What follows belongs to an exercise in optimizing a design on an open flow for small area, a short achievable clock period and few clock cycles per item; a production flow would make more cautious choices.
For this run, only the layout was checked, not whether the RTL still works.
Power and IR drop assume default switching activity.

==> run.sh <==
#!/bin/bash
# synth_recipe.tcl (not shown) runs the flow's synth.tcl, then flattens the netlist and writes it again
# the make line also repeats each setting of config.mk as NAME=value (left out here)
make -C /OpenROAD-flow-scripts/flow DESIGN_CONFIG=/design/flow/config.mk WORK_HOME=/design/flow/orfs CLKGATE_MAP_FILE= SYNTH_SCRIPT=/design/flow/synth_recipe.tcl finish
==> config.mk <==
export PLATFORM = sky130hd
export DESIGN_NAME = rvl_core
export DESIGN_NICKNAME = rvl_core
export VERILOG_FILES = /design/flow/design.v
export SDC_FILE = /design/flow/constraint.sdc
export NUM_CORES = 4
export LEC_CHECK = 0
export ABC_CLOCK_PERIOD_IN_PS = 5000
export CAP_MARGIN = 20
export CORE_MARGIN = 2
export CORE_UTILIZATION = 40
export SETUP_SLACK_MARGIN = 2.8
export SLEW_MARGIN = 20
==> constraint.sdc <==
create_clock -name core_clock -period 7.0 [get_ports {clk}]
set_input_delay 1.4000 -clock core_clock [delete_from_list [all_inputs] [get_ports {clk}]]
set_output_delay 1.4000 -clock core_clock [all_outputs]
set_load 0.01 [all_outputs]
==> design.v <==
module rvl_enc (
    input  wire        clk,
    input  wire        rst,
    input  wire        start,         
    input  wire [31:0] start_count,
    output wire        busy,
    input  wire        in_valid,
    input  wire [15:0] in_data,
    output wire        in_ready,
    output wire        out_valid,
    output wire [7:0]  out_data,
    input  wire        out_ready,
    output wire [2:0]  st_state,
    output wire [31:0] st_count,
    output wire [31:0] st_index,
    output wire [33:0] st_bytes
);
    localparam [2:0] S_IDLE = 3'd0, S_RUN = 3'd1, S_TAIL = 3'd2, S_FLUSH = 3'd3,
                     S_DONE = 3'd6;
    reg [2:0]  st;
    reg [31:0] cnt, idx, run;
    reg [33:0] nbytes;
    reg [15:0] last;             
    reg [16:0] code;             
    reg [2:0]  t_c;              
    reg        more;             
    reg        em;               
    reg        ph;               
    reg [3:0]  di;               
    reg        pend;             
    reg [3:0]  pnib;
    reg [7:0]  ob;
    reg        obv;
    function [3:0] top11;
        input [31:0] v;
        begin
            if      (v[31:30] != 0) top11 = 4'd10;
            else if (v[29:27] != 0) top11 = 4'd9;
            else if (v[26:24] != 0) top11 = 4'd8;
            else if (v[23:21] != 0) top11 = 4'd7;
            else if (v[20:18] != 0) top11 = 4'd6;
            else if (v[17:15] != 0) top11 = 4'd5;
            else if (v[14:12] != 0) top11 = 4'd4;
            else if (v[11:9]  != 0) top11 = 4'd3;
            else if (v[8:6]   != 0) top11 = 4'd2;
            else if (v[5:3]   != 0) top11 = 4'd1;
            else                    top11 = 4'd0;
        end
    endfunction
    function [2:0] top6;
        input [16:0] v;
        begin
            if      (v[16:15] != 0) top6 = 3'd5;
            else if (v[14:12] != 0) top6 = 3'd4;
            else if (v[11:9]  != 0) top6 = 3'd3;
            else if (v[8:6]   != 0) top6 = 3'd2;
            else if (v[5:3]   != 0) top6 = 3'd1;
            else                    top6 = 3'd0;
        end
    endfunction
    function [2:0] dig11;
        input [31:0] v;
        input [3:0]  i;
        begin
            case (i)
                4'd0:    dig11 = v[2:0];
                4'd1:    dig11 = v[5:3];
                4'd2:    dig11 = v[8:6];
                4'd3:    dig11 = v[11:9];
                4'd4:    dig11 = v[14:12];
                4'd5:    dig11 = v[17:15];
                4'd6:    dig11 = v[20:18];
                4'd7:    dig11 = v[23:21];
                4'd8:    dig11 = v[26:24];
                4'd9:    dig11 = v[29:27];
                default: dig11 = {1'b0, v[31:30]};
            endcase
        end
    endfunction
    function [2:0] dig6;
        input [16:0] v;
        input [2:0]  i;
        begin
            case (i)
                3'd0:    dig6 = v[2:0];
                3'd1:    dig6 = v[5:3];
                3'd2:    dig6 = v[8:6];
                3'd3:    dig6 = v[11:9];
                3'd4:    dig6 = v[14:12];
                default: dig6 = {1'b0, v[16:15]};
            endcase
        end
    endfunction
    wire [16:0] delta   = {1'b0, in_data} - {1'b0, last};
    wire [16:0] code_in = {delta[15:0], 1'b0} ^ {17{delta[16]}};
    wire [3:0] t_r   = top11(run);
    wire       tail  = (st == S_TAIL);
    wire       di_nz = (di != 4'd0);
    wire       di_g1 = (di > 4'd1);
    wire [3:0] dim1  = di - 4'd1;
    wire [3:0] dim2  = di - 4'd2;
    reg [3:0] n0, n1;
    reg       has1, pdone, nph;
    reg [3:0] ndi;
    always @(*) begin
        n1    = 4'd0;
        has1  = 1'b0;
        pdone = 1'b0;
        nph   = ph;
        ndi   = dim2;
        if (!ph) begin
            n0 = {di_nz, dig11(run, di)};
            if (di_nz) begin
                n1   = {di_g1, dig11(run, dim1)};
                has1 = 1'b1;
                if (!di_g1) begin
                    nph   = 1'b1;
                    ndi   = {1'b0, t_c};
                    pdone = tail;
                end
            end else if (tail) begin
                pdone = 1'b1;
            end else begin
                n1    = {t_c != 3'd0, dig6(code, t_c)};
                has1  = 1'b1;
                nph   = 1'b1;
                ndi   = {1'b0, t_c} - 4'd1;
                pdone = (t_c == 3'd0);
            end
        end else begin
            n0 = {di_nz, dig6(code, di[2:0])};
            if (di_nz) begin
                n1    = {di_g1, dig6(code, dim1[2:0])};
                has1  = 1'b1;
                pdone = !di_g1;
            end else begin
                pdone = 1'b1;
            end
        end
    end
    wire       of    = !obv || out_ready;
    wire       step  = em && of;
    wire       fin   = step && pdone;
    wire       wr    = pend || has1;
    wire [7:0] byte_ = pend ? {pnib, n0} : {n0, n1};
    assign in_ready  = (st == S_RUN) && more && (!em || (of && pdone));
    wire   take      = in_valid && in_ready;
    wire   nz        = (in_data != 16'd0);
    wire [31:0] run_p1 = run + 32'd1;
    assign busy      = (st != S_IDLE) && (st != S_DONE);
    assign out_valid = obv;
    assign out_data  = ob;
    assign st_state  = st;
    assign st_count  = cnt;
    assign st_index  = idx;
    assign st_bytes  = nbytes;
    always @(posedge clk) begin
        if (rst) begin
            st     <= S_IDLE;
            cnt    <= 32'd0;
            idx    <= 32'd0;
            nbytes <= 34'd0;
            run    <= 32'd0;
            last   <= 16'd0;
            more   <= 1'b0;
            em     <= 1'b0;
            pend   <= 1'b0;
            obv    <= 1'b0;
        end else if (start) begin
            st     <= S_RUN;
            cnt    <= start_count;
            idx    <= 32'd0;
            nbytes <= 34'd0;
            run    <= 32'd0;
            last   <= 16'd0;
            more   <= (start_count != 32'd0);
            em     <= 1'b0;
            pend   <= 1'b0;
            obv    <= 1'b0;
        end else begin
            if (obv && out_ready)
                nbytes <= nbytes + 34'd1;
            if (step && wr) begin
                ob  <= byte_;
                obv <= 1'b1;
            end else if (out_ready) begin
                obv <= 1'b0;
            end
            if (step) begin
                pend <= pend ? has1 : !has1;
                pnib <= pend ? n1 : n0;
                ph   <= nph;
                di   <= ndi;
            end
            if (fin)
                em <= 1'b0;
            case (st)
                S_RUN: begin
                    if (take) begin
                        idx  <= idx + 32'd1;
                        more <= (idx + 32'd1 != cnt);
                        if (nz) begin
                            last <= in_data;
                            code <= code_in;
                            t_c  <= top6(code_in);
                            em   <= 1'b1;
                            ph   <= 1'b0;
                            di   <= fin ? 4'd0 : t_r;
                            if (fin)
                                run <= 32'd0;
                        end else begin
                            run <= fin ? 32'd1 : run_p1;
                        end
                    end else if (fin) begin
                        run <= 32'd0;
                        if (!more)
                            st <= S_FLUSH;
                    end else if (!em && !more) begin
                        if (run != 32'd0) begin
                            em <= 1'b1;
                            ph <= 1'b0;
                            di <= t_r;
                            st <= S_TAIL;
                        end else begin
                            st <= S_FLUSH;
                        end
                    end
                end
                S_TAIL: begin
                    if (fin)
                        st <= S_FLUSH;
                end
                S_FLUSH: begin
                    if (pend) begin
                        if (of) begin
                            ob   <= {pnib, 4'h0};
                            obv  <= 1'b1;
                            pend <= 1'b0;
                        end
                    end else if (of) begin
                        st <= S_DONE;
                    end
                end
                default: ;
            endcase
        end
    end
endmodule
module rvl_dec (
    input  wire        clk,
    input  wire        rst,
    input  wire        start,         
    input  wire [31:0] start_count,
    input  wire [33:0] start_len,
    output wire        busy,
    input  wire        in_valid,
    input  wire [7:0]  in_data,
    output wire        in_ready,
    output wire        out_valid,
    output wire [15:0] out_data,
    input  wire        out_ready,
    output wire [2:0]  st_state,
    output wire [1:0]  st_err,
    output wire [31:0] st_count,
    output wire [33:0] st_len,
    output wire [31:0] st_produced,
    output wire [33:0] st_bytes_in,
    output wire [34:0] st_nibbles
);
    localparam [2:0] S_IDLE = 3'd0, S_PARSE = 3'd1, S_ZEROS = 3'd2, S_DRAIN = 3'd3,
                     S_DONE = 3'd6, S_ERROR = 3'd7;
    localparam [1:0] E_NONE = 2'd0, E_TRUNCATED = 2'd1, E_OVERRUN = 2'd2,
                     E_OUT_OF_RANGE = 2'd3;
    reg [2:0]  st;
    reg [1:0]  err;
    reg [31:0] cnt, prod, acc;
    reg [31:0] rem;              
    reg [33:0] len, bin;
    reg [34:0] nib;
    reg [1:0]  kd;               
    reg [15:0] prev, po;
    reg        pov;
    reg        aovf;
    reg        gt;               
    reg        zchk;             
    reg        hb;               
    reg [15:0] nbuf;             
    reg [2:0]  nc;               
    wire of         = !pov || out_ready;
    wire in_grp     = (st == S_PARSE) || (st == S_ZEROS);
    assign in_ready = hb && ((st == S_DRAIN) || (in_grp && (nc <= 3'd2)));
    wire take       = in_valid && in_ready;
    assign busy        = (st != S_IDLE) && (st != S_DONE) && (st != S_ERROR);
    assign out_valid   = pov;
    assign out_data    = po;
    assign st_state    = st;
    assign st_err      = err;
    assign st_count    = cnt;
    assign st_len      = len;
    assign st_produced = prod;
    assign st_bytes_in = bin;
    assign st_nibbles  = nib;
    function rng_bad;
        input [31:0] c;
        input        ovf;
        input [15:0] p;
        begin
            rng_bad = ovf || (c[31:17] != 15'd0) ||
                      (c[0] ? (c[16:1] >= p) : (c[16:1] > ~p));
        end
    endfunction
    wire [3:0]  n0    = nbuf[3:0];
    wire [3:0]  n1    = nbuf[7:4];
    wire        e0    = !n0[3];
    wire        e1    = !n1[3];
    wire [31:0] acc_a = {acc[28:0], n0[2:0]};
    wire        ovf_a = aovf || (acc[31:29] != 3'd0);
    wire [31:0] acc_c = {acc_a[28:0], n1[2:0]};        
    wire        ovf_c = ovf_a || (acc_a[31:29] != 3'd0);
    wire [31:0] acc_d = {29'd0, n1[2:0]};              
    wire [31:0] acc1  = e0 ? 32'd0 : acc_a;
    wire        ovf1  = !e0 && ovf_a;
    wire [31:0] acc_b = e0 ? acc_d : acc_c;
    wire        ovf_b = !e0 && ovf_c;
    wire        gt1   = e0 ? !gt : gt;
    wire [31:0] prod1 = prod + 32'd1;
    wire [31:0] rem1  = rem - 32'd1;
    wire        last1 = (rem == 32'd1);
    wire        z_bad = aovf || (acc > rem);
    wire        bad_a = rng_bad(acc_a, ovf_a, prev);
    wire        bad_c = rng_bad(acc_c, ovf_c, prev);
    wire        bad_d = rng_bad(acc_d, 1'b0, prev);
    wire        bad_b = e0 ? bad_d : bad_c;
    wire        zr_a  = !ovf_a && (acc_a == 32'd0);
    wire        zr_b  = !ovf_b && (acc_b == 32'd0);
    wire [16:0] cval  = (e0 && gt) ? acc_a[16:0] : acc_b[16:0];
    wire [15:0] dlt   = {16{cval[0]}} ^ cval[16:1];
    wire [15:0] rec   = prev + dlt;
    reg  [1:0]  k;
    reg         wpix;            
    reg         nzc;
    reg  [2:0]  nst;
    reg  [1:0]  nerr;
    reg  [31:0] nacc;
    reg         novf, ngt;
    always @(*) begin
        k    = 2'd0;
        wpix = 1'b0;
        nzc  = 1'b0;
        nst  = st;
        nerr = err;
        nacc = acc;
        novf = aovf;
        ngt  = gt;
        if (nc == 3'd0) begin
            if (!hb) begin
                nerr = E_TRUNCATED;
                nst  = S_DRAIN;
            end
        end else begin
            k = 2'd1;
            if (e0 && !gt && !zr_a) begin
                nacc = acc_a;
                novf = ovf_a;
                ngt  = 1'b1;
                nzc  = 1'b1;
                nst  = S_ZEROS;
            end else if (e0 && gt && bad_a) begin
                nerr = E_OUT_OF_RANGE;
                nst  = S_DRAIN;
            end else if (e0 && gt && last1) begin
                wpix = 1'b1;
                nst  = S_DRAIN;
            end else begin
                wpix = e0 && gt;
                nacc = acc1;
                novf = ovf1;
                ngt  = gt1;
                if (nc != 3'd1) begin
                    k = 2'd2;
                    if (!e1) begin
                        nacc = acc_b;
                        novf = ovf_b;
                    end else if (!gt1) begin
                        nacc = acc_b;
                        novf = ovf_b;
                        ngt  = 1'b1;
                        if (!zr_b) begin
                            nzc = 1'b1;
                            nst = S_ZEROS;
                        end
                    end else if (bad_b) begin
                        nerr = E_OUT_OF_RANGE;
                        nst  = S_DRAIN;
                    end else begin
                        wpix = 1'b1;
                        nacc = 32'd0;
                        novf = 1'b0;
                        ngt  = 1'b0;
                        if (last1)
                            nst = S_DRAIN;
                    end
                end
            end
        end
    end
    wire        pstep = (st == S_PARSE) && of;
    wire [1:0]  kk    = pstep ? k : 2'd0;
    wire [15:0] shq   = (kk == 2'd0) ? nbuf : (kk == 2'd1) ? {4'd0, nbuf[15:4]} : {8'd0, nbuf[15:8]};
    wire [2:0]  ncs   = nc - {1'b0, kk};
    reg  [15:0] nq;
    always @(*) begin
        nq = shq;
        if (take) begin
            case (ncs[1:0])
                2'd0: nq = {shq[15:8], in_data[3:0], in_data[7:4]};
                2'd1: nq = {shq[15:12], in_data[3:0], in_data[7:4], shq[3:0]};
                default: nq = {in_data[3:0], in_data[7:4], shq[7:0]};
            endcase
        end
    end
    always @(posedge clk) begin
        if (rst) begin
            st   <= S_IDLE;
            err  <= E_NONE;
            cnt  <= 32'd0;
            len  <= 34'd0;
            prod <= 32'd0;
            bin  <= 34'd0;
            nib  <= 35'd0;
            kd   <= 2'd0;
            hb   <= 1'b0;
            pov  <= 1'b0;
            nc   <= 3'd0;
        end else if (start) begin
            st   <= (start_count != 32'd0) ? S_PARSE : S_DRAIN;
            err  <= E_NONE;
            cnt  <= start_count;
            len  <= start_len;
            prod <= 32'd0;
            rem  <= start_count;
            bin  <= 34'd0;
            nib  <= 35'd0;
            kd   <= 2'd0;
            hb   <= (start_len != 34'd0);
            pov  <= 1'b0;
            nc   <= 3'd0;
            prev <= 16'd0;
            acc  <= 32'd0;
            aovf <= 1'b0;
            gt   <= 1'b0;
        end else begin
            if (take) begin
                bin <= bin + 34'd1;
                hb  <= (bin + 34'd1 != len);
            end
            if (pov && out_ready)
                pov <= 1'b0;
            nbuf <= nq;
            nc   <= ncs + (take ? 3'd2 : 3'd0);
            nib  <= nib + {33'd0, kd};
            kd   <= kk;
            case (st)
                S_PARSE: begin
                    if (of) begin
                        st   <= nst;
                        err  <= nerr;
                        acc  <= nacc;
                        aovf <= novf;
                        gt   <= ngt;
                        zchk <= nzc;
                        if (wpix) begin
                            po   <= rec;
                            pov  <= 1'b1;
                            prev <= rec;
                            prod <= prod1;
                            rem  <= rem1;
                        end
                    end
                end
                S_ZEROS: begin
                    if (zchk && z_bad) begin
                        err <= E_OVERRUN;
                        st  <= S_DRAIN;
                    end else if (of) begin
                        zchk <= 1'b0;
                        po   <= 16'd0;
                        pov  <= 1'b1;
                        prod <= prod1;
                        rem  <= rem1;
                        acc  <= acc - 32'd1;
                        if (acc == 32'd1)
                            st <= last1 ? S_DRAIN : S_PARSE;
                    end
                end
                S_DRAIN: begin
                    if (!hb && of)
                        st <= (err == E_NONE) ? S_DONE : S_ERROR;
                end
                default: ;
            endcase
        end
    end
endmodule
module rvl_core (
    input  wire        clk,
    input  wire        rst,
    input  wire        cmd_valid,
    input  wire [67:0] cmd_word,
    input  wire        enc_in_valid,
    input  wire [15:0] enc_in_data,
    output wire        enc_in_ready,
    output wire        enc_out_valid,
    output wire [7:0]  enc_out_data,
    input  wire        enc_out_ready,
    input  wire        dec_in_valid,
    input  wire [7:0]  dec_in_data,
    output wire        dec_in_ready,
    output wire        dec_out_valid,
    output wire [15:0] dec_out_data,
    input  wire        dec_out_ready,
    input  wire [3:0]  sts_sel,
    output reg  [35:0] sts_data
);
    localparam [1:0] OP_ENC_START = 2'b00, OP_DEC_START = 2'b01;
    localparam [1:0] CE_OK = 2'd0, CE_RESERVED_OP = 2'd1, CE_BUSY = 2'd2;
    wire [1:0]  cmd_op    = cmd_word[67:66];
    wire [31:0] cmd_count = cmd_word[65:34];
    wire [33:0] cmd_len   = cmd_word[33:0];
    wire enc_busy, dec_busy;
    wire enc_start = cmd_valid && (cmd_op == OP_ENC_START) && !enc_busy;
    wire dec_start = cmd_valid && (cmd_op == OP_DEC_START) && !dec_busy;
    reg [1:0] cmd_err;
    always @(posedge clk) begin
        if (rst)
            cmd_err <= CE_OK;
        else if (cmd_valid) begin
            case (cmd_op)
                OP_ENC_START: cmd_err <= enc_busy ? CE_BUSY : CE_OK;
                OP_DEC_START: cmd_err <= dec_busy ? CE_BUSY : CE_OK;
                default:      cmd_err <= CE_RESERVED_OP;
            endcase
        end
    end
    wire [2:0]  e_state;
    wire [31:0] e_count, e_index;
    wire [33:0] e_bytes;
    wire [2:0]  d_state;
    wire [1:0]  d_err;
    wire [31:0] d_count, d_produced;
    wire [33:0] d_len, d_bytes_in;
    wire [34:0] d_nibbles;
    rvl_enc u_enc (
        .clk(clk), .rst(rst), .start(enc_start), .start_count(cmd_count),
        .busy(enc_busy),
        .in_valid(enc_in_valid), .in_data(enc_in_data), .in_ready(enc_in_ready),
        .out_valid(enc_out_valid), .out_data(enc_out_data), .out_ready(enc_out_ready),
        .st_state(e_state), .st_count(e_count), .st_index(e_index), .st_bytes(e_bytes)
    );
    rvl_dec u_dec (
        .clk(clk), .rst(rst), .start(dec_start), .start_count(cmd_count),
        .start_len(cmd_len), .busy(dec_busy),
        .in_valid(dec_in_valid), .in_data(dec_in_data), .in_ready(dec_in_ready),
        .out_valid(dec_out_valid), .out_data(dec_out_data), .out_ready(dec_out_ready),
        .st_state(d_state), .st_err(d_err), .st_count(d_count), .st_len(d_len),
        .st_produced(d_produced), .st_bytes_in(d_bytes_in), .st_nibbles(d_nibbles)
    );
    wire [15:0] sh = 16'd1 << sts_sel;
    always @(*) begin
        sts_data = ({36{sh[0]}}  & {34'd0, cmd_err})    |
                   ({36{sh[1]}}  & {33'd0, e_state})    |
                   ({36{sh[2]}}  & {4'd0, e_count})     |
                   ({36{sh[3]}}  & {4'd0, e_index})     |
                   ({36{sh[4]}}  & {2'd0, e_bytes})     |
                   ({36{sh[5]}}  & {33'd0, d_state})    |
                   ({36{sh[6]}}  & {34'd0, d_err})      |
                   ({36{sh[7]}}  & {4'd0, d_count})     |
                   ({36{sh[8]}}  & {2'd0, d_len})       |
                   ({36{sh[9]}}  & {4'd0, d_produced})  |
                   ({36{sh[10]}} & {2'd0, d_bytes_in})  |
                   ({36{sh[11]}} & {1'd0, d_nibbles});
    end
endmodule
==> flow_summary.toml <==
[status]
status = "timing/DRC/antenna clean"

[logic_synthesis]
ys_ff_latch = 486
yosysWarnings = 3
netlist_area_mm2 = 0.0315
synth_edf_count = 152
synthArstFlopShare_pct = 0
syn_inst = 3846
synthFlopType = "dfxtp_1"
syn_nets = 4107
syn-mean-instance-area_um2 = 8.20
synth_cell_type_count = 88
ys_seq_area_share_pct = 35.7

[worst_setup_path]
cp_slowest_cell = "a222oi_1"
critical-path-max-stage-delay_ns = 0.42
r2r_start = "u_dec.acc[8]"
required_ns = 5.60
crit_chain = "buf_6 > buf_8 > buf_6 > nor4_4 > buf_6 > buf_6 > buf_6 > buf_16 > a222oi_1 > nand4_1 > buf_2"
r2r_slack_ns = 2.80
reg2regPathDepth = 13
crit_top_cell = "buf_6"
crit_path_end_kind = "output pin"
cp_data_arrival_time_ns = 3.08
timing.rr.end = "u_dec.prod[17]"
critPathKind = "in -> out"
path_max_fanout = 7
start_kind = "input port"

[layout]
stdcell_count = 5122
drive_above_1_share_pct = 12.6
layout.nets = 4296
diodes = 0
final_util_pct = 49.1
syn_to_final_growth_pct = 21.1

[power_and_ir_drop]
seqPwrFrac_pct = 37.4
vdd_drop_max_v = 0.000189
combPwrFrac_pct = 31.0
p_switching_w = 0.00334
p_sw_share_pct = 34.9
pwr-share-clk_pct = 31.5
powerDensity_mw_per_mm2 = 251
p_total_w = 0.00959
p_int_w = 0.00625
power_leakage_nw = 13.8

[detailed_routing]
vias_per_cell = 5.95
wl_mm = 111
drtIter0Drc = 3370
vias = 30500
final_antenna_net_count = 0
wl_per_cell_um = 21.7
dr.pass1.iters = 7
drc = 0

[timing]
period_needed_ns = 4.48
setup_violations = 0
fin_tns_setup_ns = 0
min_period_over_period_pct = 64.1
fmax_mhz = 223
tightest_slew_ns = 1.02
final-max-slew-violation-count = 0
hold_viol = 0
slew_headroom_pct = 31.9
finalClockSkew_ns = 0.0175
worst_hold_slack_ns = 0.472
rsz0062_at_grt = "true"

[clock_network]
cts_root_buf = "clkbuf_16"
cts_hold_buf = 0
cts_buffer_depth = 3
clk_pin_slew_ns = 0.06
cts_tree = "built"
cts_buffers = 56
clock_tree.htree_level_count = 2
clk_latency_ns = 0.63
numClockSinks = 486

[place]
dp_hpwl_mm = 77.7
dp_cells = 4861
gp_congestion = 0.933
io_buffers = 165

[die]
start_util_pct = 40.6
die_w_um = 285
die_h_um = 285
io-pin-count = 167
rows = 102
core_area_mm2 = 0.0777
dieArea_mm2 = 0.0811

[grt]
grt_pass1_vias = 27700
grt.overflow.total = 0
grt_max_degree = 93
antenna_found_initial = 3
grt_usage_pct = 26.2
grt_pass1_wl_mm = 168

[flow_run]
maxCapViolCount = 0

[min_path]
holdPathStages = 2
hold_path.class = "reg -> reg"
holdPathEnd = "u_dec.cnt[28]"
hp-start = "u_dec.cnt[28]"
==> worst max path at each step <==
stage	startpoint	endpoint	slack [ns]	depth (start not counted)
after floorplan	u_dec.acc[9]	u_dec.nbuf[1]	2.67	18
after global placement	sts_sel[2]	sts_data[29]	1.27	9
after detailed placement	sts_sel[2]	sts_data[25]	1.26	9
after CTS	sts_sel[3]	sts_data[26]	2.61	12
after global routing	sts_sel[3]	sts_data[28]	2.44	11
final	sts_sel[3]	sts_data[28]	2.52	11
==> Yosys cell counts (all sizes together), types with 50 or more instances <==
| master | count | share of area (%) |
|---|---|---|
| nor4 | 73 | 1.5 |
| inv | 140 | 1.7 |
| nor3 | 101 | 1.6 |
| nand2 | 465 | 5.5 |
| a221oi | 58 | 1.6 |
| a211oi | 50 | 1.2 |
| nor2 | 378 | 4.5 |
| or3 | 75 | 1.5 |
| clkbuf | 217 | 2.6 |
| ha | 154 | 6.1 |
| a21oi | 301 | 4.8 |
| edfxtp | 152 | 14 |
| nand3 | 136 | 2.2 |
| xor2 | 150 | 4.2 |
| a22oi | 52 | 1.2 |
| xnor2 | 180 | 5.0 |
| o21ai | 170 | 2.7 |
| mux2i | 55 | 1.7 |
| dfxtp | 334 | 21 |
| nand4 | 67 | 1.3 |
==> cell usage in the layout (no fill, tap or decap), types with 145 or more instances in the layout <==
master / n
a21oi_1: 293
buf_4: 156
dfxtp_1: 334
edfxtp_1: 152
ha_1: 145
nand2_1: 457
nor2_1: 369
o21ai_0: 150
xnor2_1: 180
xor2_1: 149
==> flip-flops by register name (all words and copies together) (netlist names), 34 cells and up <==
signal,count
u_dec.nib,35
u_enc.nbytes,34
u_dec.len,34
u_dec.bin,34
==> timing repair <==
action                     4_1_cts  5_1_grt
buffers inserted                72       70
pin swaps                       63       68
setup endpoints to repair      192      222
resized for setup              278       91
cloned                          12        2
==> layer usage <==
layer | track usage [%] | share of wire (%) | vias to the layer above
met5 | 0 | 0.031 | -
met4 | 7.75 | 3.4 | 6
met3 | 4.10 | 8.8 | 237
met2 | 39.0 | 42 | 1309
met1 | 38.6 | 46 | 14600
li1 | - | - | 14300
==> cells by family (layout without fill, tap and decap cells) <==
group                    after synthesis  after routing  synth area share [%]
AO/OA/AOI/OAI                        904            904                  18.8
AND/OR/NAND/NOR                     1516           1517                  23.0
other                                  1              1                0.0119
flip-flops                           486            486                  35.7
XOR/XNOR                             330            330                  9.17
buffers and inverters                382            617                  4.60
multiplexers                          68             68                  2.35
adder cells (fa/ha/maj)              159            159                  6.40
==> power by group through the flow <==
| stage | sequential, W | combinational (W) | clock (W) |
|---|---|---|---|
| floorplan | 0.00354 | 0.00182 | 0 |
| global placement | 0.00374 | 0.00247 | 0 |
| detailed placement | 0.00374 | 0.00250 | 0 |
| CTS | 0.00360 | 0.00275 | 0.00308 |
| global route | 0.00361 | 0.00326 | 0.00319 |
| finish | 0.00359 | 0.00298 | 0.00303 |
==> through the flow <==
step	area (µm²)	worst slack, ns
after global routing	38200	2.44
after global placement	34100	1.27
after floorplan	31700	2.67
final	38200	2.52
after CTS	37300	2.61
after detailed placement	34100	1.26
==> worst max-delay path, delay by kind of cell <==
family          cells  cell delay, ns
simple gates        2            0.26
buf+inv             8            0.98
compound gates      1            0.42
==> layout make-up <==
type | instances | area, µm²
fillers | 7373 | 39500
inverters | 144 | 554
flip-flops and latches | 486 | 11300
clock buffers | 80 | 1710
clock inverters | 25 | 176
repair buffers | 368 | 3540
well taps | 1040 | 1300
multi-input cells | 2979 | 19700

[afterwards: timing with drivers on the ports]
No port has a modelled driver above. Below, the same layout with a new extraction and two added sets of constraints.
Step 1, drivers: a clkbuf_16 drives clk and a buf_2 each remaining input, both assumed.
Step 2 also shifts input and output timing later by t, the mid clock arrival at the registers, as if the neighbouring blocks saw the same clock.
Slacks: ideal ports / drivers / drivers and shift; pairs: ideal ports / drivers.
t (ns): 0.689
slack for setup (ns): 2.515 / 2.447 / 2.297
hold slack, ns: 0.472 / 0.472 / 0.472
latest minus earliest clock arrival (ns): 0.018 / 0.017
worst slew at a driven data input, ns: 0.11
After both steps this run still meets setup and hold. For this run, drivers alone change the setup slack by -0.068 ns; drivers and shift together by -0.218 ns.
